Context: an optimization exercise on an open-source flow, tuned for small area, a short achievable clock period and few clock cycles. The choices shown serve that exercise and are no tape-out recipe. Function was not checked in any run shown here: the RTL went through the layout flow alone.

$ cat flow/run.sh
#!/bin/bash
# synth_recipe.tcl (not shown) runs the flow's synth.tcl, then flattens the netlist and writes it again
# the make line also repeats each setting of config.mk as NAME=value (left out here)
make -C /OpenROAD-flow-scripts/flow DESIGN_CONFIG=/design/flow/config.mk WORK_HOME=/design/flow/orfs CLKGATE_MAP_FILE= SYNTH_SCRIPT=/design/flow/synth_recipe.tcl finish
$ cat flow/config.mk
export PLATFORM = sky130hd
export DESIGN_NAME = bxc_acc
export DESIGN_NICKNAME = bxc_acc
export VERILOG_FILES = /design/flow/design.v
export SDC_FILE = /design/flow/constraint.sdc
export NUM_CORES = 4
export LEC_CHECK = 0
export CAP_MARGIN = 20
export CORE_MARGIN = 2
export CORE_UTILIZATION = 40
export PLACE_DENSITY = 0.6
export SLEW_MARGIN = 20
$ cat flow/constraint.sdc
create_clock -name core_clock -period 36.0 [get_ports {clk}]
set_input_delay 7.2000 -clock core_clock [delete_from_list [all_inputs] [get_ports {clk}]]
set_output_delay 7.2000 -clock core_clock [all_outputs]
set_load 0.01 [all_outputs]
$ cat flow/design.v
module bxc_acc (
    input  wire        clk,
    input  wire        rst,           
    input  wire        start,
    input  wire        cfg_b58,       
    input  wire        cfg_decode,    
    input  wire [8:0]  cfg_radix,     
    input  wire        in_valid,
    input  wire [8:0]  in_data,
    output wire        in_ready,
    output wire        out_valid,
    output wire [9:0]  out_data,
    input  wire        out_ready,
    output wire        busy,
    output reg  [2:0]  err_code,
    output reg  [31:0] err_pos
);
    localparam B    = 4;             
    localparam S    = 2 * B;         
    localparam NA   = 64 - S;        
    localparam TAP  = 4;             
    localparam LMIN = 4;
    localparam NBW  = 3;             
    localparam [2:0] ST_IDLE  = 3'd0,
                     ST_FILL  = 3'd1,    
                     ST_RUN   = 3'd2,    
                     ST_OUT   = 3'd3,    
                     ST_FLUSH = 3'd4,    
                     ST_DRAIN = 3'd5;    
    localparam [2:0] E_NONE     = 3'd0,
                     E_INVALID  = 3'd1,
                     E_CAPACITY = 3'd5,
                     E_BADCFG   = 3'd7;
    function [7:0] rom58;
        input [5:0] v;
        begin
            if (v < 6'd9)       rom58 = 8'h31 + {2'b00, v};
            else if (v < 6'd17) rom58 = 8'h41 + {2'b00, v} - 8'd9;
            else if (v < 6'd22) rom58 = 8'h4A + {2'b00, v} - 8'd17;
            else if (v < 6'd33) rom58 = 8'h50 + {2'b00, v} - 8'd22;
            else if (v < 6'd44) rom58 = 8'h61 + {2'b00, v} - 8'd33;
            else                rom58 = 8'h6D + {2'b00, v} - 8'd44;
        end
    endfunction
    function [6:0] tab58;
        input [7:0] c;
        begin
            if (c >= 8'h31 && c <= 8'h39)      tab58 = {1'b1, c[5:0] - 6'h31};
            else if (c >= 8'h41 && c <= 8'h48) tab58 = {1'b1, 6'd9  + (c[5:0] - 6'h01)};
            else if (c >= 8'h4A && c <= 8'h4E) tab58 = {1'b1, 6'd17 + (c[5:0] - 6'h0A)};
            else if (c >= 8'h50 && c <= 8'h5A) tab58 = {1'b1, 6'd22 + (c[5:0] - 6'h10)};
            else if (c >= 8'h61 && c <= 8'h6B) tab58 = {1'b1, 6'd33 + (c[5:0] - 6'h21)};
            else if (c >= 8'h6D && c <= 8'h7A) tab58 = {1'b1, 6'd44 + (c[5:0] - 6'h2D)};
            else                               tab58 = 7'd0;
        end
    endfunction
    function [5:0] grom;
        input       dec;
        input [5:0] grp;
        input [2:0] nb;
        begin
            case ({dec, grp, nb})
            {1'b0, 6'd0, 3'd1}: grom = 6'd8;
            {1'b0, 6'd0, 3'd2}: grom = 6'd16;
            {1'b0, 6'd0, 3'd3}: grom = 6'd24;
            {1'b0, 6'd0, 3'd4}: grom = 6'd32;
            {1'b0, 6'd1, 3'd1}: grom = 6'd3;
            {1'b0, 6'd1, 3'd2}: grom = 6'd6;
            {1'b0, 6'd1, 3'd3}: grom = 6'd8;
            {1'b0, 6'd1, 3'd4}: grom = 6'd11;
            {1'b0, 6'd2, 3'd1}: grom = 6'd2;
            {1'b0, 6'd2, 3'd2}: grom = 6'd4;
            {1'b0, 6'd2, 3'd3}: grom = 6'd6;
            {1'b0, 6'd2, 3'd4}: grom = 6'd8;
            {1'b0, 6'd3, 3'd1}: grom = 6'd2;
            {1'b0, 6'd3, 3'd2}: grom = 6'd4;
            {1'b0, 6'd3, 3'd3}: grom = 6'd6;
            {1'b0, 6'd3, 3'd4}: grom = 6'd7;
            {1'b0, 6'd4, 3'd1}: grom = 6'd2;
            {1'b0, 6'd4, 3'd2}: grom = 6'd4;
            {1'b0, 6'd4, 3'd3}: grom = 6'd5;
            {1'b0, 6'd4, 3'd4}: grom = 6'd7;
            {1'b0, 6'd5, 3'd1}: grom = 6'd2;
            {1'b0, 6'd5, 3'd2}: grom = 6'd4;
            {1'b0, 6'd5, 3'd3}: grom = 6'd5;
            {1'b0, 6'd5, 3'd4}: grom = 6'd7;
            {1'b0, 6'd6, 3'd1}: grom = 6'd2;
            {1'b0, 6'd6, 3'd2}: grom = 6'd3;
            {1'b0, 6'd6, 3'd3}: grom = 6'd5;
            {1'b0, 6'd6, 3'd4}: grom = 6'd6;
            {1'b0, 6'd7, 3'd1}: grom = 6'd2;
            {1'b0, 6'd7, 3'd2}: grom = 6'd3;
            {1'b0, 6'd7, 3'd3}: grom = 6'd5;
            {1'b0, 6'd7, 3'd4}: grom = 6'd6;
            {1'b0, 6'd8, 3'd1}: grom = 6'd2;
            {1'b0, 6'd8, 3'd2}: grom = 6'd3;
            {1'b0, 6'd8, 3'd3}: grom = 6'd4;
            {1'b0, 6'd8, 3'd4}: grom = 6'd6;
            {1'b0, 6'd9, 3'd1}: grom = 6'd2;
            {1'b0, 6'd9, 3'd2}: grom = 6'd3;
            {1'b0, 6'd9, 3'd3}: grom = 6'd4;
            {1'b0, 6'd9, 3'd4}: grom = 6'd6;
            {1'b0, 6'd10, 3'd1}: grom = 6'd2;
            {1'b0, 6'd10, 3'd2}: grom = 6'd3;
            {1'b0, 6'd10, 3'd3}: grom = 6'd4;
            {1'b0, 6'd10, 3'd4}: grom = 6'd6;
            {1'b0, 6'd11, 3'd1}: grom = 6'd2;
            {1'b0, 6'd11, 3'd2}: grom = 6'd3;
            {1'b0, 6'd11, 3'd3}: grom = 6'd4;
            {1'b0, 6'd11, 3'd4}: grom = 6'd5;
            {1'b0, 6'd12, 3'd1}: grom = 6'd2;
            {1'b0, 6'd12, 3'd2}: grom = 6'd3;
            {1'b0, 6'd12, 3'd3}: grom = 6'd4;
            {1'b0, 6'd12, 3'd4}: grom = 6'd5;
            {1'b0, 6'd13, 3'd1}: grom = 6'd2;
            {1'b0, 6'd13, 3'd2}: grom = 6'd3;
            {1'b0, 6'd13, 3'd3}: grom = 6'd4;
            {1'b0, 6'd13, 3'd4}: grom = 6'd5;
            {1'b0, 6'd14, 3'd1}: grom = 6'd2;
            {1'b0, 6'd14, 3'd2}: grom = 6'd3;
            {1'b0, 6'd14, 3'd3}: grom = 6'd4;
            {1'b0, 6'd14, 3'd4}: grom = 6'd5;
            {1'b0, 6'd15, 3'd1}: grom = 6'd2;
            {1'b0, 6'd15, 3'd2}: grom = 6'd3;
            {1'b0, 6'd15, 3'd3}: grom = 6'd4;
            {1'b0, 6'd15, 3'd4}: grom = 6'd5;
            {1'b0, 6'd16, 3'd1}: grom = 6'd2;
            {1'b0, 6'd16, 3'd2}: grom = 6'd3;
            {1'b0, 6'd16, 3'd3}: grom = 6'd4;
            {1'b0, 6'd16, 3'd4}: grom = 6'd5;
            {1'b0, 6'd17, 3'd1}: grom = 6'd2;
            {1'b0, 6'd17, 3'd2}: grom = 6'd3;
            {1'b0, 6'd17, 3'd3}: grom = 6'd4;
            {1'b0, 6'd17, 3'd4}: grom = 6'd5;
            {1'b0, 6'd18, 3'd1}: grom = 6'd2;
            {1'b0, 6'd18, 3'd2}: grom = 6'd3;
            {1'b0, 6'd18, 3'd3}: grom = 6'd4;
            {1'b0, 6'd18, 3'd4}: grom = 6'd5;
            {1'b0, 6'd19, 3'd1}: grom = 6'd2;
            {1'b0, 6'd19, 3'd2}: grom = 6'd3;
            {1'b0, 6'd19, 3'd3}: grom = 6'd4;
            {1'b0, 6'd19, 3'd4}: grom = 6'd5;
            {1'b0, 6'd20, 3'd1}: grom = 6'd2;
            {1'b0, 6'd20, 3'd2}: grom = 6'd3;
            {1'b0, 6'd20, 3'd3}: grom = 6'd4;
            {1'b0, 6'd20, 3'd4}: grom = 6'd5;
            {1'b0, 6'd21, 3'd1}: grom = 6'd2;
            {1'b0, 6'd21, 3'd2}: grom = 6'd3;
            {1'b0, 6'd21, 3'd3}: grom = 6'd4;
            {1'b0, 6'd21, 3'd4}: grom = 6'd5;
            {1'b0, 6'd22, 3'd1}: grom = 6'd2;
            {1'b0, 6'd22, 3'd2}: grom = 6'd3;
            {1'b0, 6'd22, 3'd3}: grom = 6'd4;
            {1'b0, 6'd22, 3'd4}: grom = 6'd5;
            {1'b0, 6'd23, 3'd1}: grom = 6'd2;
            {1'b0, 6'd23, 3'd2}: grom = 6'd3;
            {1'b0, 6'd23, 3'd3}: grom = 6'd4;
            {1'b0, 6'd23, 3'd4}: grom = 6'd5;
            {1'b0, 6'd24, 3'd1}: grom = 6'd2;
            {1'b0, 6'd24, 3'd2}: grom = 6'd3;
            {1'b0, 6'd24, 3'd3}: grom = 6'd4;
            {1'b0, 6'd24, 3'd4}: grom = 6'd5;
            {1'b0, 6'd25, 3'd1}: grom = 6'd2;
            {1'b0, 6'd25, 3'd2}: grom = 6'd3;
            {1'b0, 6'd25, 3'd3}: grom = 6'd4;
            {1'b0, 6'd25, 3'd4}: grom = 6'd5;
            {1'b0, 6'd26, 3'd1}: grom = 6'd2;
            {1'b0, 6'd26, 3'd2}: grom = 6'd3;
            {1'b0, 6'd26, 3'd3}: grom = 6'd4;
            {1'b0, 6'd26, 3'd4}: grom = 6'd5;
            {1'b0, 6'd27, 3'd1}: grom = 6'd2;
            {1'b0, 6'd27, 3'd2}: grom = 6'd3;
            {1'b0, 6'd27, 3'd3}: grom = 6'd4;
            {1'b0, 6'd27, 3'd4}: grom = 6'd5;
            {1'b0, 6'd28, 3'd1}: grom = 6'd2;
            {1'b0, 6'd28, 3'd2}: grom = 6'd3;
            {1'b0, 6'd28, 3'd3}: grom = 6'd4;
            {1'b0, 6'd28, 3'd4}: grom = 6'd5;
            {1'b0, 6'd29, 3'd1}: grom = 6'd2;
            {1'b0, 6'd29, 3'd2}: grom = 6'd3;
            {1'b0, 6'd29, 3'd3}: grom = 6'd4;
            {1'b0, 6'd29, 3'd4}: grom = 6'd5;
            {1'b0, 6'd30, 3'd1}: grom = 6'd2;
            {1'b0, 6'd30, 3'd2}: grom = 6'd3;
            {1'b0, 6'd30, 3'd3}: grom = 6'd4;
            {1'b0, 6'd30, 3'd4}: grom = 6'd5;
            {1'b0, 6'd31, 3'd1}: grom = 6'd2;
            {1'b0, 6'd31, 3'd2}: grom = 6'd3;
            {1'b0, 6'd31, 3'd3}: grom = 6'd4;
            {1'b0, 6'd31, 3'd4}: grom = 6'd5;
            {1'b0, 6'd32, 3'd1}: grom = 6'd1;
            {1'b0, 6'd32, 3'd2}: grom = 6'd2;
            {1'b0, 6'd32, 3'd3}: grom = 6'd3;
            {1'b0, 6'd32, 3'd4}: grom = 6'd4;
            {1'b1, 6'd0, 3'd1}: grom = 6'd1;
            {1'b1, 6'd0, 3'd2}: grom = 6'd1;
            {1'b1, 6'd0, 3'd3}: grom = 6'd2;
            {1'b1, 6'd0, 3'd4}: grom = 6'd2;
            {1'b1, 6'd1, 3'd1}: grom = 6'd1;
            {1'b1, 6'd1, 3'd2}: grom = 6'd1;
            {1'b1, 6'd1, 3'd3}: grom = 6'd2;
            {1'b1, 6'd1, 3'd4}: grom = 6'd2;
            {1'b1, 6'd2, 3'd1}: grom = 6'd1;
            {1'b1, 6'd2, 3'd2}: grom = 6'd2;
            {1'b1, 6'd2, 3'd3}: grom = 6'd2;
            {1'b1, 6'd2, 3'd4}: grom = 6'd3;
            {1'b1, 6'd3, 3'd1}: grom = 6'd1;
            {1'b1, 6'd3, 3'd2}: grom = 6'd2;
            {1'b1, 6'd3, 3'd3}: grom = 6'd2;
            {1'b1, 6'd3, 3'd4}: grom = 6'd3;
            {1'b1, 6'd4, 3'd1}: grom = 6'd1;
            {1'b1, 6'd4, 3'd2}: grom = 6'd2;
            {1'b1, 6'd4, 3'd3}: grom = 6'd2;
            {1'b1, 6'd4, 3'd4}: grom = 6'd3;
            {1'b1, 6'd5, 3'd1}: grom = 6'd1;
            {1'b1, 6'd5, 3'd2}: grom = 6'd2;
            {1'b1, 6'd5, 3'd3}: grom = 6'd3;
            {1'b1, 6'd5, 3'd4}: grom = 6'd3;
            {1'b1, 6'd6, 3'd1}: grom = 6'd1;
            {1'b1, 6'd6, 3'd2}: grom = 6'd2;
            {1'b1, 6'd6, 3'd3}: grom = 6'd3;
            {1'b1, 6'd6, 3'd4}: grom = 6'd3;
            {1'b1, 6'd7, 3'd1}: grom = 6'd1;
            {1'b1, 6'd7, 3'd2}: grom = 6'd2;
            {1'b1, 6'd7, 3'd3}: grom = 6'd3;
            {1'b1, 6'd7, 3'd4}: grom = 6'd3;
            {1'b1, 6'd8, 3'd1}: grom = 6'd1;
            {1'b1, 6'd8, 3'd2}: grom = 6'd2;
            {1'b1, 6'd8, 3'd3}: grom = 6'd3;
            {1'b1, 6'd8, 3'd4}: grom = 6'd4;
            {1'b1, 6'd9, 3'd1}: grom = 6'd1;
            {1'b1, 6'd9, 3'd2}: grom = 6'd2;
            {1'b1, 6'd9, 3'd3}: grom = 6'd3;
            {1'b1, 6'd9, 3'd4}: grom = 6'd4;
            {1'b1, 6'd10, 3'd1}: grom = 6'd1;
            {1'b1, 6'd10, 3'd2}: grom = 6'd2;
            {1'b1, 6'd10, 3'd3}: grom = 6'd3;
            {1'b1, 6'd10, 3'd4}: grom = 6'd4;
            {1'b1, 6'd11, 3'd1}: grom = 6'd1;
            {1'b1, 6'd11, 3'd2}: grom = 6'd2;
            {1'b1, 6'd11, 3'd3}: grom = 6'd3;
            {1'b1, 6'd11, 3'd4}: grom = 6'd4;
            {1'b1, 6'd12, 3'd1}: grom = 6'd1;
            {1'b1, 6'd12, 3'd2}: grom = 6'd2;
            {1'b1, 6'd12, 3'd3}: grom = 6'd3;
            {1'b1, 6'd12, 3'd4}: grom = 6'd4;
            {1'b1, 6'd13, 3'd1}: grom = 6'd1;
            {1'b1, 6'd13, 3'd2}: grom = 6'd2;
            {1'b1, 6'd13, 3'd3}: grom = 6'd3;
            {1'b1, 6'd13, 3'd4}: grom = 6'd4;
            {1'b1, 6'd14, 3'd1}: grom = 6'd1;
            {1'b1, 6'd14, 3'd2}: grom = 6'd2;
            {1'b1, 6'd14, 3'd3}: grom = 6'd3;
            {1'b1, 6'd14, 3'd4}: grom = 6'd4;
            {1'b1, 6'd15, 3'd1}: grom = 6'd1;
            {1'b1, 6'd15, 3'd2}: grom = 6'd2;
            {1'b1, 6'd15, 3'd3}: grom = 6'd3;
            {1'b1, 6'd15, 3'd4}: grom = 6'd4;
            {1'b1, 6'd16, 3'd1}: grom = 6'd1;
            {1'b1, 6'd16, 3'd2}: grom = 6'd2;
            {1'b1, 6'd16, 3'd3}: grom = 6'd3;
            {1'b1, 6'd16, 3'd4}: grom = 6'd4;
            {1'b1, 6'd17, 3'd1}: grom = 6'd1;
            {1'b1, 6'd17, 3'd2}: grom = 6'd2;
            {1'b1, 6'd17, 3'd3}: grom = 6'd3;
            {1'b1, 6'd17, 3'd4}: grom = 6'd4;
            {1'b1, 6'd18, 3'd1}: grom = 6'd1;
            {1'b1, 6'd18, 3'd2}: grom = 6'd2;
            {1'b1, 6'd18, 3'd3}: grom = 6'd3;
            {1'b1, 6'd18, 3'd4}: grom = 6'd4;
            {1'b1, 6'd19, 3'd1}: grom = 6'd1;
            {1'b1, 6'd19, 3'd2}: grom = 6'd2;
            {1'b1, 6'd19, 3'd3}: grom = 6'd3;
            {1'b1, 6'd19, 3'd4}: grom = 6'd4;
            {1'b1, 6'd20, 3'd1}: grom = 6'd1;
            {1'b1, 6'd20, 3'd2}: grom = 6'd2;
            {1'b1, 6'd20, 3'd3}: grom = 6'd3;
            {1'b1, 6'd20, 3'd4}: grom = 6'd4;
            {1'b1, 6'd21, 3'd1}: grom = 6'd1;
            {1'b1, 6'd21, 3'd2}: grom = 6'd2;
            {1'b1, 6'd21, 3'd3}: grom = 6'd3;
            {1'b1, 6'd21, 3'd4}: grom = 6'd4;
            {1'b1, 6'd22, 3'd1}: grom = 6'd1;
            {1'b1, 6'd22, 3'd2}: grom = 6'd2;
            {1'b1, 6'd22, 3'd3}: grom = 6'd3;
            {1'b1, 6'd22, 3'd4}: grom = 6'd4;
            {1'b1, 6'd23, 3'd1}: grom = 6'd1;
            {1'b1, 6'd23, 3'd2}: grom = 6'd2;
            {1'b1, 6'd23, 3'd3}: grom = 6'd3;
            {1'b1, 6'd23, 3'd4}: grom = 6'd4;
            {1'b1, 6'd24, 3'd1}: grom = 6'd1;
            {1'b1, 6'd24, 3'd2}: grom = 6'd2;
            {1'b1, 6'd24, 3'd3}: grom = 6'd3;
            {1'b1, 6'd24, 3'd4}: grom = 6'd4;
            {1'b1, 6'd25, 3'd1}: grom = 6'd1;
            {1'b1, 6'd25, 3'd2}: grom = 6'd2;
            {1'b1, 6'd25, 3'd3}: grom = 6'd3;
            {1'b1, 6'd25, 3'd4}: grom = 6'd4;
            {1'b1, 6'd26, 3'd1}: grom = 6'd1;
            {1'b1, 6'd26, 3'd2}: grom = 6'd2;
            {1'b1, 6'd26, 3'd3}: grom = 6'd3;
            {1'b1, 6'd26, 3'd4}: grom = 6'd4;
            {1'b1, 6'd27, 3'd1}: grom = 6'd1;
            {1'b1, 6'd27, 3'd2}: grom = 6'd2;
            {1'b1, 6'd27, 3'd3}: grom = 6'd3;
            {1'b1, 6'd27, 3'd4}: grom = 6'd4;
            {1'b1, 6'd28, 3'd1}: grom = 6'd1;
            {1'b1, 6'd28, 3'd2}: grom = 6'd2;
            {1'b1, 6'd28, 3'd3}: grom = 6'd3;
            {1'b1, 6'd28, 3'd4}: grom = 6'd4;
            {1'b1, 6'd29, 3'd1}: grom = 6'd1;
            {1'b1, 6'd29, 3'd2}: grom = 6'd2;
            {1'b1, 6'd29, 3'd3}: grom = 6'd3;
            {1'b1, 6'd29, 3'd4}: grom = 6'd4;
            {1'b1, 6'd30, 3'd1}: grom = 6'd1;
            {1'b1, 6'd30, 3'd2}: grom = 6'd2;
            {1'b1, 6'd30, 3'd3}: grom = 6'd3;
            {1'b1, 6'd30, 3'd4}: grom = 6'd4;
            {1'b1, 6'd31, 3'd1}: grom = 6'd1;
            {1'b1, 6'd31, 3'd2}: grom = 6'd2;
            {1'b1, 6'd31, 3'd3}: grom = 6'd3;
            {1'b1, 6'd31, 3'd4}: grom = 6'd4;
            {1'b1, 6'd32, 3'd1}: grom = 6'd1;
            {1'b1, 6'd32, 3'd2}: grom = 6'd2;
            {1'b1, 6'd32, 3'd3}: grom = 6'd3;
            {1'b1, 6'd32, 3'd4}: grom = 6'd4;
            default: grom = 6'd32;
            endcase
        end
    endfunction
    reg  [2:0]   state;
    reg          busy_r;
    reg          in_ready_r;
    reg          out_valid_r;
    reg  [9:0]   out_data_r;
    reg  [8:0]   lr;             
    reg          ldec;
    reg          lb58;
    reg          raw_v;          
    reg  [8:0]   raw_d;
    reg  [7:0]   qb [0:B-1];     
    reg  [NBW-1:0] nq;
    reg          nz_seen;        
    reg          end_taken;
    reg          stop_in;        
    reg  [7:0]   cs_cur;         
    reg  [7:0]   cs_prev;        
    reg  [6:0]   ph;             
    reg  [5:0]   L;              
    reg  [6:0]   len;            
    reg  [NBW-1:0] nbc;          
    reg  [7:0]   pb [0:B-1];     
    reg  [B-1:0] pact;           
    reg  [B-1:0] pact_prev;      
    reg  [B-1:0] ovf;            
    reg  [6:0]   wr;             
    reg  [6:0]   jn;             
    reg          endtok;         
    reg  [7:0]   R  [0:NA-1];
    reg  [7:0]   X  [0:S-1];
    reg  [7:0]   XA [0:B-1];     
    reg  [3:0]   QR [0:S-1];     
    reg  [7:0]   HR [0:B-1];     
    reg  [B-1:0] CB;             
    assign busy      = busy_r;
    assign in_ready  = in_ready_r;
    assign out_valid = out_valid_r;
    assign out_data  = out_data_r;
    wire [6:0] Lr      = {1'b0, L} + S;
    wire       ph_last = (ph == Lr - 7'd1);
    wire       run     = (state == ST_RUN);
    wire       raw_eos  = raw_d[8];
    wire [7:0] raw_byte = raw_d[7:0];
    wire [6:0] raw_t58  = tab58(raw_byte);
    wire       raw_bad  = ldec && (lb58 ? !raw_t58[6] : ({1'b0, raw_byte} >= lr));
    wire [7:0] raw_val  = (ldec && lb58) ? {2'b00, raw_t58[5:0]} : raw_byte;
    wire       taking   = (state == ST_FILL || run) && !stop_in;
    wire       use_raw  = raw_v && taking && !raw_eos;      
    wire       sym_bad  = use_raw && raw_bad;
    wire       sym_cnt  = use_raw && !raw_bad;
    wire       sym_q    = sym_cnt && (raw_val != 8'd0 || nz_seen);
    wire       in_stop  = end_taken || stop_in;
    wire       go_first = (state == ST_FILL) && (nq == B || (in_stop && nq != 0));
    wire       bnd      = go_first || (run && ph_last);
    wire [7:0] st_in  [0:S-1];
    wire [7:0] st_out [0:S-1];
    wire [3:0] st_q   [0:S-1];
    wire [7:0] st_acc [0:S-1];
    wire       st_cb  [0:S-1];
    wire       st_act [0:S-1];
    wire       st_fst [0:S-1];
    genvar k;
    generate
        for (k = 0; k < S; k = k + 1) begin : g_st
            localparam integer U = k / 2;
            localparam integer H = k % 2;
            wire [7:0] cin = (k == 0) ? R[0] : X[(k == 0) ? 0 : k - 1];
            wire       fst = run && (ph == k);
            wire       act = run && ((ph >= k) ? pact[U] : pact_prev[U]);
            wire [7:0] sym = pb[U];
            assign st_in[k]  = cin;
            assign st_act[k] = act;
            assign st_fst[k] = fst;
            reg [7:0] e_rem;
            reg [3:0] e_q;
            reg [8:0] e_t;
            reg [9:0] e_d;
            reg       e_b;
            integer   i;
            always @(*) begin
                e_rem = cin;
                for (i = 0; i < 4; i = i + 1) begin
                    e_b   = fst ? sym[(H == 0 ? 7 : 3) - i] : QR[k][i];
                    e_t   = {e_rem, e_b};
                    e_d   = {1'b0, e_t} - {1'b0, lr};
                    e_q[i] = !e_d[9];
                    e_rem = e_d[9] ? e_t[7:0] : e_d[7:0];
                end
            end
            reg [7:0] d_acc;
            reg [3:0] d_p;
            reg [8:0] d_s;
            reg [3:0] d_bits;
            reg [8:0] d_sum;
            reg [7:0] d_out;
            always @(*) begin
                d_acc  = (H == 0) ? 8'd0 : XA[U];
                d_bits = (H == 0) ? cin[3:0] : cin[7:4];
                for (i = 0; i < 4; i = i + 1) begin
                    d_s    = {1'b0, d_acc} + (d_bits[i] ? lr : 9'd0);
                    d_p[i] = d_s[0];
                    d_acc  = d_s[8:1];
                end
                if (H == 0) begin
                    d_sum = 9'd0;
                    d_out = {cin[7:4], d_p};
                end else begin
                    d_sum = {1'b0, d_p, cin[3:0]} + (fst ? {1'b0, sym} : {1'b0, HR[U]})
                            + {8'd0, (fst ? 1'b0 : CB[U])};
                    d_out = d_sum[7:0];
                end
            end
            assign st_out[k] = !act ? cin : (ldec ? d_out : e_rem);
            assign st_q[k]   = e_q;
            assign st_acc[k] = d_acc;
            assign st_cb[k]  = d_sum[8];
        end
    endgenerate
    reg [B-1:0] ovf_now;
    integer u;
    always @(*) begin
        for (u = 0; u < B; u = u + 1) begin
            ovf_now[u] = 1'b0;
            if (pact_prev[u]) begin
                if (!ldec && st_fst[2*u]   && QR[2*u]   != 4'd0) ovf_now[u] = 1'b1;
                if (!ldec && st_fst[2*u+1] && QR[2*u+1] != 4'd0) ovf_now[u] = 1'b1;
                if ( ldec && st_fst[2*u+1] && (HR[u] != 8'd0 || CB[u])) ovf_now[u] = 1'b1;
            end
        end
    end
    reg [NBW-1:0] ovf_u;
    always @(*) begin
        ovf_u = {NBW{1'b0}};
        for (u = B - 1; u >= 0; u = u - 1)
            if (ovf[u]) ovf_u = u;
    end
    wire [6:0] jx      = (ph >= S) ? ph - S : ph + L;         
    wire       jx_nz   = (X[S-1] != 8'd0);
    wire [5:0] grow    = grom(ldec, lr[8:3], nbc);
    wire [6:0] len_n   = (jx_nz && jx >= len) ? jx + 7'd1 : len;
    wire [7:0] need    = {1'b0, len_n} + {2'b00, grow};
    wire [7:0] need_l  = need - S + (TAP - 1);
    wire [5:0] L_ext   = (need_l[7:0] >= NA) ? NA[5:0] : {need_l[5:2], 2'b00};
    wire [7:0] V [0:63];
    genvar v;
    generate
        for (v = 0; v < 64; v = v + 1) begin : g_v
            if (v < NA) assign V[v] = R[v];
            else        assign V[v] = X[v - NA];
        end
    endgenerate
    wire [6:0] rd_off  = wr - {1'b0, L};
    wire [5:0] rd_idx  = (wr < {1'b0, L}) ? wr[5:0] : (6'd63 - rd_off[5:0]);
    wire [7:0] rd_cell = V[rd_idx];
    wire [7:0] rd_char = (lb58 && !ldec) ? rom58(rd_cell[5:0]) : rd_cell;
    wire drained = in_stop && nq == 0 && !use_raw && pact == {B{1'b0}} && ph > S;
    wire cfg_ok = cfg_b58 || (cfg_radix >= 9'd2 && cfg_radix <= 9'd256);
    integer j;
    always @(posedge clk) begin
        for (j = 0; j < NA; j = j + 1) begin
            if (!busy_r)
                R[j] <= 8'd0;
            else if (j == NA - 1)
                R[j] <= (L == j + 1) ? X[S-1] : 8'd0;
            else if ((j % TAP) == TAP - 1)
                R[j] <= R[j+1] | ((L == j + 1) ? X[S-1] : 8'd0);
            else
                R[j] <= R[j+1];
        end
        for (j = 0; j < S; j = j + 1) begin
            X[j] <= busy_r ? st_out[j] : 8'd0;
            if (st_act[j]) QR[j] <= st_q[j];
        end
        for (j = 0; j < B; j = j + 1) begin
            if (st_act[2*j]) XA[j] <= st_acc[2*j];
            if (st_act[2*j+1]) begin
                HR[j] <= st_acc[2*j+1];
                CB[j] <= st_cb[2*j+1];
            end
        end
        if (rst) begin
            state       <= ST_IDLE;
            busy_r      <= 1'b0;
            in_ready_r  <= 1'b0;
            out_valid_r <= 1'b0;
            out_data_r  <= 10'd0;
            err_code    <= E_NONE;
            err_pos     <= 32'd0;
            lr          <= 9'd58;
            ldec        <= 1'b0;
            lb58        <= 1'b1;
            raw_v       <= 1'b0;
            nq          <= {NBW{1'b0}};
            nz_seen     <= 1'b0;
            end_taken   <= 1'b0;
            stop_in     <= 1'b0;
            cs_cur      <= 8'd0;
            cs_prev     <= 8'd0;
            ph          <= 7'd0;
            L           <= LMIN;
            len         <= 7'd0;
            nbc         <= {NBW{1'b0}};
            pact        <= {B{1'b0}};
            pact_prev   <= {B{1'b0}};
            ovf         <= {B{1'b0}};
            wr          <= 7'd0;
            jn          <= 7'd0;
            endtok      <= 1'b0;
        end else begin
            if (in_valid && in_ready_r) begin
                raw_v <= 1'b1;
                raw_d <= in_data;
            end else if (raw_v) begin
                raw_v <= 1'b0;
            end
            if (raw_v && raw_eos && state != ST_IDLE)
                end_taken <= 1'b1;
            if (sym_bad)
                stop_in <= 1'b1;
            if (sym_cnt)
                err_pos <= err_pos + 32'd1;
            if (sym_q)
                nz_seen <= 1'b1;
            if (bnd) begin
                for (j = 0; j < B; j = j + 1) begin
                    pb[j]   <= qb[j];
                    pact[j] <= (j < nq);
                end
                pact_prev <= pact;
                nbc       <= nq;
                cs_prev   <= cs_cur + {7'd0, sym_cnt};
                cs_cur    <= {5'd0, nq} + {7'd0, sym_cnt};
                if (sym_q) begin
                    qb[0] <= raw_val;
                    nq    <= 1;
                end else begin
                    nq    <= 0;
                end
            end else begin
                cs_prev <= cs_prev + {7'd0, sym_cnt};
                cs_cur  <= cs_cur  + {7'd0, sym_cnt};
                if (sym_q) begin
                    qb[nq] <= raw_val;
                    nq     <= nq + 1'b1;
                end
            end
            if (go_first)
                ph <= 7'd0;
            else if (state != ST_IDLE && state != ST_FILL)
                ph <= ph_last ? 7'd0 : ph + 7'd1;
            if (run && ph == S - 1 && pact != {B{1'b0}} && need > {1'b0, Lr} && L_ext > L)
                L <= L_ext;
            if (busy_r && jx_nz && jx >= len && (state == ST_RUN))
                len <= jx + 7'd1;
            if (run && ph == S)
                ovf <= {B{1'b0}};
            else
                ovf <= ovf | ovf_now;
            in_ready_r <= 1'b0;
            case (state)
                ST_IDLE: begin
                    out_valid_r <= 1'b0;
                    raw_v       <= 1'b0;
                    if (start) begin
                        err_pos <= 32'd0;
                        if (cfg_ok) begin
                            err_code   <= E_NONE;
                            lr         <= cfg_b58 ? 9'd58 : cfg_radix;
                            ldec       <= cfg_decode;
                            lb58       <= cfg_b58;
                            busy_r     <= 1'b1;
                            state      <= ST_FILL;
                            in_ready_r <= 1'b1;
                            nq         <= 0;
                            nz_seen    <= 1'b0;
                            end_taken  <= 1'b0;
                            stop_in    <= 1'b0;
                            cs_cur     <= 8'd0;
                            cs_prev    <= 8'd0;
                            ph         <= 7'd0;
                            L          <= LMIN;
                            len        <= 7'd0;
                            pact       <= {B{1'b0}};
                            pact_prev  <= {B{1'b0}};
                            ovf        <= {B{1'b0}};
                        end else begin
                            err_code <= E_BADCFG;
                        end
                    end
                end
                ST_FILL, ST_RUN: begin
                    in_ready_r <= !(in_valid && in_ready_r && in_data[8]) && !end_taken
                                  && !(raw_v && raw_eos) && !stop_in && !sym_bad
                                  && ({1'b0, (bnd ? {NBW{1'b0}} : nq)} + {{NBW{1'b0}}, sym_q}
                                      + {{NBW{1'b0}}, (in_valid && in_ready_r)} < B);
                    if (state == ST_FILL && in_stop && nq == 0 && !raw_v) begin
                        if (stop_in) begin
                            err_code    <= E_INVALID;
                            state       <= ST_FLUSH;
                            out_valid_r <= 1'b1;
                            out_data_r  <= 10'h300;
                        end else begin
                            state       <= ST_OUT;
                            jn          <= 7'd0;
                            endtok      <= 1'b0;
                        end
                    end else if (state == ST_FILL && go_first) begin
                        state <= ST_RUN;
                    end else if (run && ph == S && ovf != {B{1'b0}}) begin
                        err_code    <= E_CAPACITY;
                        err_pos     <= err_pos - {24'd0, cs_prev} + {{(32-NBW){1'b0}}, ovf_u};
                        state       <= ST_FLUSH;
                        in_ready_r  <= 1'b0;
                        out_valid_r <= 1'b1;
                        out_data_r  <= 10'h300;
                    end else if (run && drained) begin
                        in_ready_r <= 1'b0;
                        if (stop_in) begin
                            err_code    <= E_INVALID;
                            state       <= ST_FLUSH;
                            out_valid_r <= 1'b1;
                            out_data_r  <= 10'h300;
                        end else begin
                            state  <= ST_OUT;
                            jn     <= len;
                            endtok <= 1'b0;
                            wr     <= ({1'b0, len} + {1'b0, Lr} - 8'd2 - {1'b0, ph} >= {1'b0, Lr})
                                      ? len - 7'd2 - ph
                                      : len + Lr - 7'd2 - ph;
                        end
                    end
                end
                ST_OUT: begin
                    if (!out_valid_r || out_ready) begin
                        if (out_valid_r && endtok) begin
                            out_valid_r <= 1'b0;
                            busy_r      <= 1'b0;
                            state       <= ST_IDLE;
                            err_code    <= E_NONE;
                            err_pos     <= 32'd0;
                        end else if (jn != 7'd0) begin
                            out_valid_r <= 1'b1;
                            out_data_r  <= {2'b00, rd_char};
                            jn          <= jn - 7'd1;
                            wr          <= (wr >= 7'd2) ? wr - 7'd2 : wr + Lr - 7'd2;
                        end else begin
                            out_valid_r <= 1'b1;
                            out_data_r  <= 10'h100;
                            endtok      <= 1'b1;
                            wr          <= (wr >= 7'd1) ? wr - 7'd1 : wr + Lr - 7'd1;
                        end
                    end else begin
                        wr <= (wr >= 7'd1) ? wr - 7'd1 : wr + Lr - 7'd1;
                    end
                end
                ST_FLUSH: begin
                    if (out_ready) begin
                        out_valid_r <= 1'b0;
                        if (end_taken || (raw_v && raw_eos)) begin
                            busy_r <= 1'b0;
                            state  <= ST_IDLE;
                        end else begin
                            state      <= ST_DRAIN;
                            in_ready_r <= 1'b1;
                        end
                    end
                end
                ST_DRAIN: begin
                    if (in_valid && in_ready_r && in_data[8]) begin
                        busy_r <= 1'b0;
                        state  <= ST_IDLE;
                    end else begin
                        in_ready_r <= 1'b1;
                    end
                end
                default: begin
                    state  <= ST_IDLE;
                    busy_r <= 1'b0;
                end
            endcase
        end
    end
endmodule
==> key figures, run 1 <==
Outcome
  • Status: did not finish
  • Error msg: ERROR: TCL interpreter returned an error: Source files actually used in the design:
  • Fail Step: synthesis (1_2_yosys)

Synth
  • Ys Warns: 7
==> run 2: changes to the inputs <==
--- a/flow/design.v
+++ b/flow/design.v
@@ -338,7 +338,7 @@
     reg          lb58;
     reg          raw_v;          
     reg  [8:0]   raw_d;
-    reg  [7:0]   qb [0:B-1];     
+    reg  [8*B-1:0] qb;           
     reg  [NBW-1:0] nq;
     reg          nz_seen;        
     reg          end_taken;
@@ -349,18 +349,18 @@
     reg  [5:0]   L;              
     reg  [6:0]   len;            
     reg  [NBW-1:0] nbc;          
-    reg  [7:0]   pb [0:B-1];     
+    reg  [8*B-1:0] pb;           
     reg  [B-1:0] pact;           
     reg  [B-1:0] pact_prev;      
     reg  [B-1:0] ovf;            
     reg  [6:0]   wr;             
     reg  [6:0]   jn;             
     reg          endtok;         
-    reg  [7:0]   R  [0:NA-1];
-    reg  [7:0]   X  [0:S-1];
-    reg  [7:0]   XA [0:B-1];     
-    reg  [3:0]   QR [0:S-1];     
-    reg  [7:0]   HR [0:B-1];     
+    reg  [8*NA-1:0] R;
+    reg  [8*S-1:0]  X;
+    reg  [8*B-1:0]  XA;          
+    reg  [4*S-1:0]  QR;          
+    reg  [8*B-1:0]  HR;          
     reg  [B-1:0] CB;             
     assign busy      = busy_r;
     assign in_ready  = in_ready_r;
@@ -382,23 +382,24 @@
     wire       in_stop  = end_taken || stop_in;
     wire       go_first = (state == ST_FILL) && (nq == B || (in_stop && nq != 0));
     wire       bnd      = go_first || (run && ph_last);
-    wire [7:0] st_in  [0:S-1];
-    wire [7:0] st_out [0:S-1];
-    wire [3:0] st_q   [0:S-1];
-    wire [7:0] st_acc [0:S-1];
-    wire       st_cb  [0:S-1];
-    wire       st_act [0:S-1];
-    wire       st_fst [0:S-1];
+    wire [8*S-1:0] st_out;
+    wire [4*S-1:0] st_q;
+    wire [8*S-1:0] st_acc;
+    wire [S-1:0]   st_cb;
+    wire [S-1:0]   st_act;
+    wire [S-1:0]   st_fst;
     genvar k;
     generate
         for (k = 0; k < S; k = k + 1) begin : g_st
             localparam integer U = k / 2;
             localparam integer H = k % 2;
-            wire [7:0] cin = (k == 0) ? R[0] : X[(k == 0) ? 0 : k - 1];
+            wire [7:0] cin = (k == 0) ? R[7:0] : X[8*((k == 0) ? 0 : k - 1) +: 8];
             wire       fst = run && (ph == k);
             wire       act = run && ((ph >= k) ? pact[U] : pact_prev[U]);
-            wire [7:0] sym = pb[U];
-            assign st_in[k]  = cin;
+            wire [7:0] sym = pb[8*U +: 8];
+            wire [3:0] qr  = QR[4*k +: 4];
+            wire [7:0] xa  = XA[8*U +: 8];
+            wire [7:0] hr  = HR[8*U +: 8];
             assign st_act[k] = act;
             assign st_fst[k] = fst;
             reg [7:0] e_rem;
@@ -410,7 +411,7 @@
             always @(*) begin
                 e_rem = cin;
                 for (i = 0; i < 4; i = i + 1) begin
-                    e_b   = fst ? sym[(H == 0 ? 7 : 3) - i] : QR[k][i];
+                    e_b   = fst ? sym[(H == 0 ? 7 : 3) - i] : qr[i];
                     e_t   = {e_rem, e_b};
                     e_d   = {1'b0, e_t} - {1'b0, lr};
                     e_q[i] = !e_d[9];
@@ -424,7 +425,7 @@
             reg [8:0] d_sum;
             reg [7:0] d_out;
             always @(*) begin
-                d_acc  = (H == 0) ? 8'd0 : XA[U];
+                d_acc  = (H == 0) ? 8'd0 : xa;
                 d_bits = (H == 0) ? cin[3:0] : cin[7:4];
                 for (i = 0; i < 4; i = i + 1) begin
                     d_s    = {1'b0, d_acc} + (d_bits[i] ? lr : 9'd0);
@@ -435,15 +436,15 @@
                     d_sum = 9'd0;
                     d_out = {cin[7:4], d_p};
                 end else begin
-                    d_sum = {1'b0, d_p, cin[3:0]} + (fst ? {1'b0, sym} : {1'b0, HR[U]})
+                    d_sum = {1'b0, d_p, cin[3:0]} + (fst ? {1'b0, sym} : {1'b0, hr})
                             + {8'd0, (fst ? 1'b0 : CB[U])};
                     d_out = d_sum[7:0];
                 end
             end
-            assign st_out[k] = !act ? cin : (ldec ? d_out : e_rem);
-            assign st_q[k]   = e_q;
-            assign st_acc[k] = d_acc;
-            assign st_cb[k]  = d_sum[8];
+            assign st_out[8*k +: 8] = !act ? cin : (ldec ? d_out : e_rem);
+            assign st_q[4*k +: 4]   = e_q;
+            assign st_acc[8*k +: 8] = d_acc;
+            assign st_cb[k]         = d_sum[8];
         end
     endgenerate
     reg [B-1:0] ovf_now;
@@ -452,9 +453,9 @@
         for (u = 0; u < B; u = u + 1) begin
             ovf_now[u] = 1'b0;
             if (pact_prev[u]) begin
-                if (!ldec && st_fst[2*u]   && QR[2*u]   != 4'd0) ovf_now[u] = 1'b1;
-                if (!ldec && st_fst[2*u+1] && QR[2*u+1] != 4'd0) ovf_now[u] = 1'b1;
-                if ( ldec && st_fst[2*u+1] && (HR[u] != 8'd0 || CB[u])) ovf_now[u] = 1'b1;
+                if (!ldec && st_fst[2*u]   && QR[8*u +: 4]     != 4'd0) ovf_now[u] = 1'b1;
+                if (!ldec && st_fst[2*u+1] && QR[8*u+4 +: 4]   != 4'd0) ovf_now[u] = 1'b1;
+                if ( ldec && st_fst[2*u+1] && (HR[8*u +: 8] != 8'd0 || CB[u])) ovf_now[u] = 1'b1;
             end
         end
     end
@@ -465,23 +466,16 @@
             if (ovf[u]) ovf_u = u;
     end
     wire [6:0] jx      = (ph >= S) ? ph - S : ph + L;         
-    wire       jx_nz   = (X[S-1] != 8'd0);
+    wire       jx_nz   = (X[8*S-1 -: 8] != 8'd0);
     wire [5:0] grow    = grom(ldec, lr[8:3], nbc);
     wire [6:0] len_n   = (jx_nz && jx >= len) ? jx + 7'd1 : len;
     wire [7:0] need    = {1'b0, len_n} + {2'b00, grow};
     wire [7:0] need_l  = need - S + (TAP - 1);
     wire [5:0] L_ext   = (need_l[7:0] >= NA) ? NA[5:0] : {need_l[5:2], 2'b00};
-    wire [7:0] V [0:63];
-    genvar v;
-    generate
-        for (v = 0; v < 64; v = v + 1) begin : g_v
-            if (v < NA) assign V[v] = R[v];
-            else        assign V[v] = X[v - NA];
-        end
-    endgenerate
+    wire [511:0] V = {X, R};
     wire [6:0] rd_off  = wr - {1'b0, L};
     wire [5:0] rd_idx  = (wr < {1'b0, L}) ? wr[5:0] : (6'd63 - rd_off[5:0]);
-    wire [7:0] rd_cell = V[rd_idx];
+    wire [7:0] rd_cell = V[8*rd_idx +: 8];
     wire [7:0] rd_char = (lb58 && !ldec) ? rom58(rd_cell[5:0]) : rd_cell;
     wire drained = in_stop && nq == 0 && !use_raw && pact == {B{1'b0}} && ph > S;
     wire cfg_ok = cfg_b58 || (cfg_radix >= 9'd2 && cfg_radix <= 9'd256);
@@ -489,22 +483,22 @@
     always @(posedge clk) begin
         for (j = 0; j < NA; j = j + 1) begin
             if (!busy_r)
-                R[j] <= 8'd0;
+                R[8*j +: 8] <= 8'd0;
             else if (j == NA - 1)
-                R[j] <= (L == j + 1) ? X[S-1] : 8'd0;
+                R[8*j +: 8] <= (L == j + 1) ? X[8*S-1 -: 8] : 8'd0;
             else if ((j % TAP) == TAP - 1)
-                R[j] <= R[j+1] | ((L == j + 1) ? X[S-1] : 8'd0);
+                R[8*j +: 8] <= R[8*(j+1) +: 8] | ((L == j + 1) ? X[8*S-1 -: 8] : 8'd0);
             else
-                R[j] <= R[j+1];
+                R[8*j +: 8] <= R[8*(j+1) +: 8];
         end
+        X <= busy_r ? st_out : {8*S{1'b0}};
         for (j = 0; j < S; j = j + 1) begin
-            X[j] <= busy_r ? st_out[j] : 8'd0;
-            if (st_act[j]) QR[j] <= st_q[j];
+            if (st_act[j]) QR[4*j +: 4] <= st_q[4*j +: 4];
         end
         for (j = 0; j < B; j = j + 1) begin
-            if (st_act[2*j]) XA[j] <= st_acc[2*j];
+            if (st_act[2*j]) XA[8*j +: 8] <= st_acc[8*(2*j) +: 8];
             if (st_act[2*j+1]) begin
-                HR[j] <= st_acc[2*j+1];
+                HR[8*j +: 8] <= st_acc[8*(2*j+1) +: 8];
                 CB[j] <= st_cb[2*j+1];
             end
         end
@@ -552,16 +546,15 @@
             if (sym_q)
                 nz_seen <= 1'b1;
             if (bnd) begin
-                for (j = 0; j < B; j = j + 1) begin
-                    pb[j]   <= qb[j];
+                pb <= qb;
+                for (j = 0; j < B; j = j + 1)
                     pact[j] <= (j < nq);
-                end
                 pact_prev <= pact;
                 nbc       <= nq;
                 cs_prev   <= cs_cur + {7'd0, sym_cnt};
                 cs_cur    <= {5'd0, nq} + {7'd0, sym_cnt};
                 if (sym_q) begin
-                    qb[0] <= raw_val;
+                    qb[7:0] <= raw_val;
                     nq    <= 1;
                 end else begin
                     nq    <= 0;
@@ -570,7 +563,8 @@
                 cs_prev <= cs_prev + {7'd0, sym_cnt};
                 cs_cur  <= cs_cur  + {7'd0, sym_cnt};
                 if (sym_q) begin
-                    qb[nq] <= raw_val;
+                    for (j = 0; j < B; j = j + 1)
+                        if (nq == j) qb[8*j +: 8] <= raw_val;
                     nq     <= nq + 1'b1;
                 end
             end
==> key figures, run 2 <==
Outcome
  • Status: did not finish (unchanged)
  • Fail Step: synthesis (1_2_yosys) (unchanged)
  • Error msg: ERROR: TCL interpreter returned an error: Source files actually used in the design: (unchanged)

Synth
  • Ys Warns: 1 (was 7)
